Source: an optimization exercise on an open RTL-to-GDS flow (aim: small area, a short achievable clock period and few clock cycles). Production flows keep margins and buffers that such runs may drop. Only simulation tests tie the RTL to the original design; equivalence was not proved.

// cpuemu_core
module cpuemu_core (
    input             clk,
    input             rst,         
    input      [15:0] prog_len,    
    output     [15:0] imem_addr,   
    input      [63:0] imem_data,   
    input      [5:0]  dbg_addr,    
    output reg [15:0] dbg_data,    
    output            done,        
    output     [1:0]  state,       
    output     [2:0]  fcode        
);
Size: about 4200 cells after synthesis, ~470 flip-flops.
==> flow/config.mk <==
export PLATFORM = sky130hd
export DESIGN_NAME = cpuemu_core
export DESIGN_NICKNAME = cpuemu_core
export VERILOG_FILES = /design/flow/design.v
export SDC_FILE = /design/flow/constraint.sdc
export NUM_CORES = 4
export LEC_CHECK = 0
export ABC_AREA = 1
export CAP_MARGIN = 20
export CORE_MARGIN = 2
export CORE_UTILIZATION = 55
export CTS_CLUSTER_DIAMETER = 110
export CTS_CLUSTER_SIZE = 22
export SETUP_SLACK_MARGIN = 5
export SLEW_MARGIN = 20
==> flow/constraint.sdc <==
create_clock -name core_clock -period 15.0 [get_ports {clk}]
set_input_delay 3.0000 -clock core_clock [delete_from_list [all_inputs] [get_ports {clk}]]
set_output_delay 3.0000 -clock core_clock [all_outputs]
set_load 0.01 [all_outputs]
run.sh (not shown) runs the stock make flow with config.mk's settings and CLKGATE_MAP_FILE= SYNTH_SCRIPT=/design/flow/synth_recipe.tcl, a recipe that flattens the netlist after the stock synthesis.
Testbench counts at the start, summed over its fixed seeds: cycles 64,827.
Then changed:
==> flow/flow/run.sh (new file) <==
#!/bin/bash
set -euo pipefail
export SETUP_SLACK_MARGIN=7.0
export BUFFER_PORTS_ARGS="-buffer_cell sky130_fd_sc_hd__buf_2"
bash standard.sh > standard.log 2>&1
==> flow/standard.sh (new file) <==
#!/bin/bash
# synth_recipe.tcl (not shown) runs the flow's synth.tcl, then flattens the netlist and writes it again
# the make line also repeats each setting of config.mk as NAME=value (left out here)
make -C /OpenROAD-flow-scripts/flow DESIGN_CONFIG=/design/flow/config.mk WORK_HOME=/design/flow/orfs CLKGATE_MAP_FILE= SYNTH_SCRIPT=/design/flow/synth_recipe.tcl "${@:-finish}"
--- a/flow/config.mk
+++ b/flow/config.mk
@@ -10,6 +10,6 @@
 export CORE_MARGIN = 2
-export CORE_UTILIZATION = 55
+export CORE_UTILIZATION = 58
 export CTS_CLUSTER_DIAMETER = 110
 export CTS_CLUSTER_SIZE = 22
-export SETUP_SLACK_MARGIN = 5
 export SLEW_MARGIN = 20
+export TNS_END_PERCENT = 20
removed: flow/run.sh
After rerunning: The new run passed the timing, DRC and antenna checks; final area rises by 1.8%; maximum frequency rose by 22%.
Then changed:
==> flow/flow/run.sh (replaced) <==
#!/bin/bash
set -euo pipefail
export SETUP_SLACK_MARGIN=6.8
export BUFFER_PORTS_ARGS="-buffer_cell sky130_fd_sc_hd__buf_1"
bash standard.sh > standard.log 2>&1
--- a/flow/config.mk
+++ b/flow/config.mk
@@ -8,8 +8,7 @@
 export ABC_AREA = 1
-export CAP_MARGIN = 20
+export CAP_MARGIN = 10
 export CORE_MARGIN = 2
-export CORE_UTILIZATION = 58
+export CORE_UTILIZATION = 55
 export CTS_CLUSTER_DIAMETER = 110
 export CTS_CLUSTER_SIZE = 22
-export SLEW_MARGIN = 20
-export TNS_END_PERCENT = 20
+export SLEW_MARGIN = 10
Outcome: Design area came out lower by 0.74%; register-to-register slack loses 90 ps; worst hold slack stays flat; critical path depth came out higher by 1; via count came out lower by 1.5%.


Starting RTL as in the previous note.
export LEC_CHECK = 0
export ABC_AREA = 1
export CAP_MARGIN = 20
export CORE_MARGIN = 2
export CORE_UTILIZATION = 55
export CTS_CLUSTER_DIAMETER = 110
export CTS_CLUSTER_SIZE = 22
export SLEW_MARGIN = 20
export TNS_END_PERCENT = 20
create_clock -name core_clock -period 15.0 [get_ports {clk}]
standard.sh (not shown) runs the stock make flow with config.mk's settings and CLKGATE_MAP_FILE= SYNTH_SCRIPT=/design/flow/synth_recipe.tcl, a recipe that flattens the netlist after the stock synthesis.
==> flow/flow/run.sh <==
#!/bin/bash
set -euo pipefail
export SETUP_SLACK_MARGIN=7.2
export BUFFER_PORTS_ARGS="-buffer_cell sky130_fd_sc_hd__buf_2"
bash standard.sh > standard.log 2>&1
Testbench counts at the start, summed over its fixed seeds: cycles 64,827.
Rerun with:
--- a/flow/flow/run.sh
+++ b/flow/flow/run.sh
@@ -3 +3 @@
-export SETUP_SLACK_MARGIN=7.2
+export SETUP_SLACK_MARGIN=6.8
TNS_END_PERCENT = unset   (was 20)
Result: The changed run ran to the end with no violations. Worst hold slack got worse by 0.0031 ns. Routed wire length falls slightly. Core utilization falls by 1.6 points. Die area does not change. Global-route usage falls by 0.62 points. Sequential cell count does not change. Via count falls slightly. Register-to-register slack improved by 0.17 ns.

-- re-timing with driven ports --
Ports are ideal in the flow. The routed layouts listed here were re-timed in OpenROAD.
Step 1, drivers: a clkbuf_16 drives clk and a buf_2 each remaining input, both assumed.
Step 2, shift: input delay + t, output delay - t, t = (earliest + latest rising clock arrival at the registers) / 2. This alone moves slack from input paths to output paths.
Slacks: ideal ports / drivers / drivers and shift; pairs: ideal ports / drivers.
run	t, ns	setup slack, ns	hold slack, ns	worst data-port slew with drivers (ns)
the first run of note 1	0.681	5.002 / 4.952 / 4.952	0.533 / 0.533 / 0.533	0.19
the second run of note 1	0.680	6.826 / 6.765 / 6.247	0.531 / 0.531 / 0.531	0.20
the third run of note 1	0.691	6.756 / 6.718 / 6.280	0.534 / 0.534 / 0.534	0.18
the first run of note 2	0.690	6.912 / 6.815 / 6.347	0.533 / 0.533 / 0.533	0.17
the second run of note 2	0.678	6.776 / 6.736 / 6.246	0.530 / 0.530 / 0.530	0.19
After both steps every run listed still meets setup and hold. For the second run of note 1, which loses most, drivers alone change the setup slack by -0.061 ns; drivers and shift together by -0.579 ns.
